Source: an optimization exercise on an open RTL-to-GDS flow (aim: small area, a short achievable clock period and few clock cycles). Production flows keep margins and buffers that such runs may drop.
Function was checked by simulation only, so behaviour that the tests miss may differ from the original.
Power and IR drop assume default switching activity.

## palidx4_engine
module palidx4_engine (
    input  wire        clk,
    input  wire        rst,
    input  wire        start,
    input  wire [1:0]  op,
    input  wire [15:0] len,
    input  wire        transp_en,
    input  wire [31:0] transp_color,
    input  wire [31:0] start_index,
    input  wire        pix_valid,
    input  wire [31:0] pix_data,
    output wire        pix_ready,
    output reg         out_valid,
    output reg  [7:0]  out_byte,
    output wire        busy,
    output reg         done,
    output reg  [3:0]  err,
    output wire [15:0] err_info,
    output wire [4:0]  pal_count
);
==> flow/config.mk <==
export PLATFORM = sky130hd
export DESIGN_NAME = palidx4_engine
export DESIGN_NICKNAME = palidx4_engine
export VERILOG_FILES = /design/flow/design.v
export SDC_FILE = /design/flow/constraint.sdc
export NUM_CORES = 4
export LEC_CHECK = 0
export CAP_MARGIN = 20
export CORE_MARGIN = 2
export CORE_UTILIZATION = 40
export SLEW_MARGIN = 20
==> flow/constraint.sdc <==
create_clock -name core_clock -period 11.0 [get_ports {clk}]
set_input_delay 2.2000 -clock core_clock [delete_from_list [all_inputs] [get_ports {clk}]]
set_output_delay 2.2000 -clock core_clock [all_outputs]
set_load 0.01 [all_outputs]
standard.sh (not shown) runs the stock make flow with config.mk's settings and CLKGATE_MAP_FILE= SYNTH_SCRIPT=/design/flow/synth_recipe.tcl, a recipe that flattens the netlist after the stock synthesis.
==> flow/flow/run.sh <==
#!/bin/bash
# Standard ORFS layout (the standard.sh), with repair_timing aimed at a
# tighter setup target and plain buffers on the ports.
set -euo pipefail
bash standard.sh SETUP_SLACK_MARGIN=7.7 CORE_UTILIZATION=55 \
  "BUFFER_PORTS_ARGS=-buffer_cell sky130_fd_sc_hd__buf_2" \
  CTS_CLUSTER_SIZE=20 CTS_CLUSTER_DIAMETER=60 \
  SKIP_INCREMENTAL_REPAIR=1 \
  finish > standard_flow.log 2>&1
The starting point passed the timing, DRC and antenna checks.
Testbench counts at the start, summed over its fixed seeds: cycles 30,153.
Rerun with:
--- a/flow/flow/run.sh
+++ b/flow/flow/run.sh
@@ -5 +5 @@
-bash standard.sh SETUP_SLACK_MARGIN=7.7 CORE_UTILIZATION=55 \
+bash standard.sh SETUP_SLACK_MARGIN=7.7 CORE_UTILIZATION=70 \
@@ -8 +7,0 @@
-  SKIP_INCREMENTAL_REPAIR=1 \
Effect: Hold slack improved by 0.0040 ns; via count came out higher by 6.8%; routed wire length is about the same; clock power came out lower by about 9%; synthesized cell count stays the same; final cell count decreases by 4.5%; combinational power came out higher by 8.4%; core utilization goes up by 18 points; die area falls by 21%.
Rerun with:
--- a/flow/flow/run.sh
+++ b/flow/flow/run.sh
@@ -5 +5 @@
-bash standard.sh SETUP_SLACK_MARGIN=7.7 CORE_UTILIZATION=70 \
+bash standard.sh SETUP_SLACK_MARGIN=7.62 CORE_UTILIZATION=70 \
Result: Total power is about the same. First-iteration DRC count is lower by 11%. Maximum frequency is higher by 0.46%.
Rerun with:
==> flow/flow/run.sh (replaced) <==
#!/bin/bash
# Standard ORFS layout, with repair_timing aimed at a tighter setup target.
set -euo pipefail
bash standard.sh SETUP_SLACK_MARGIN=7.6 finish > standard_flow.log 2>&1
Result: Final area is higher by 9.2%. Maximum frequency is about the same. Setup slack is worse by 0.0080 ns. Sequential cell count stays the same. Total power is higher by 15%. Via count is lower by 2.9%. Non-clock buffer count is higher by 56. Clock power is higher by 40%. Area after synthesis stays the same.
Rerun with:
==> flow/flow/run.sh (replaced) <==
#!/bin/bash
# Standard ORFS layout (the standard.sh), with repair_timing aimed at a
# tighter setup target and plain buffers on the ports.
set -euo pipefail
bash standard.sh SETUP_SLACK_MARGIN=7.7 CORE_UTILIZATION=55 \
  "BUFFER_PORTS_ARGS=-buffer_cell sky130_fd_sc_hd__buf_2" \
  CTS_CLUSTER_SIZE=20 CTS_CLUSTER_DIAMETER=60 \
  finish > standard_flow.log 2>&1
What happened: Sequential share of layout area grows by 4.0 points; critical path depth shrinks by 4; register-to-register slack gains 0.16 ns; sequential power barely changes; cell area shrinks by 7.1%; worst setup slack gains 0.0050 ns; wire length shrinks by 2.2%; total power shrinks by 11%.

-- afterwards: timing with drivers on the ports --
The results above use ideal ports. As a check the final layouts listed here were re-extracted and re-timed, cells and wires unchanged.
Step 1 sets driving cells, clkbuf_16 on the clock port and buf_2 on the other inputs (assumed; they add their load-dependent delay and slew).
Step 2 also shifts input and output timing later by t, the mid clock arrival at the registers, as if the neighbouring blocks saw the same clock.
Slacks: ideal / step 1 / step 2; pairs: ideal / step 1.
| run | t (ns) | slack for setup (ns) | worst hold slack (ns) | worst setup path after step 2 | latest minus earliest clock arrival (ns) |
|---|---|---|---|---|---|
| the first run | 0.668 | 7.594 / 7.532 / 7.044 | 0.445 / 0.445 / 0.445 | input to register | 0.029 / 0.030 |
| the second run | 0.647 | 7.578 / 7.523 / 7.046 | 0.449 / 0.449 / 0.449 | input to register | 0.024 / 0.024 |
| the third run | 0.651 | 7.594 / 7.538 / 6.989 | 0.443 / 0.443 / 0.443 | input to register | 0.022 / 0.022 |
| the fourth run | 0.675 | 7.586 / 7.535 / 6.953 | 0.444 / 0.444 / 0.444 | input to register | 0.038 / 0.038 |
| the fifth run | 0.668 | 7.591 / 7.528 / 7.045 | 0.443 / 0.443 / 0.443 | input to register | 0.030 / 0.030 |
After both steps setup and hold are still met in every run listed. For the fourth run, which loses most, drivers alone change the setup slack by -0.051 ns; drivers and shift together by -0.633 ns.
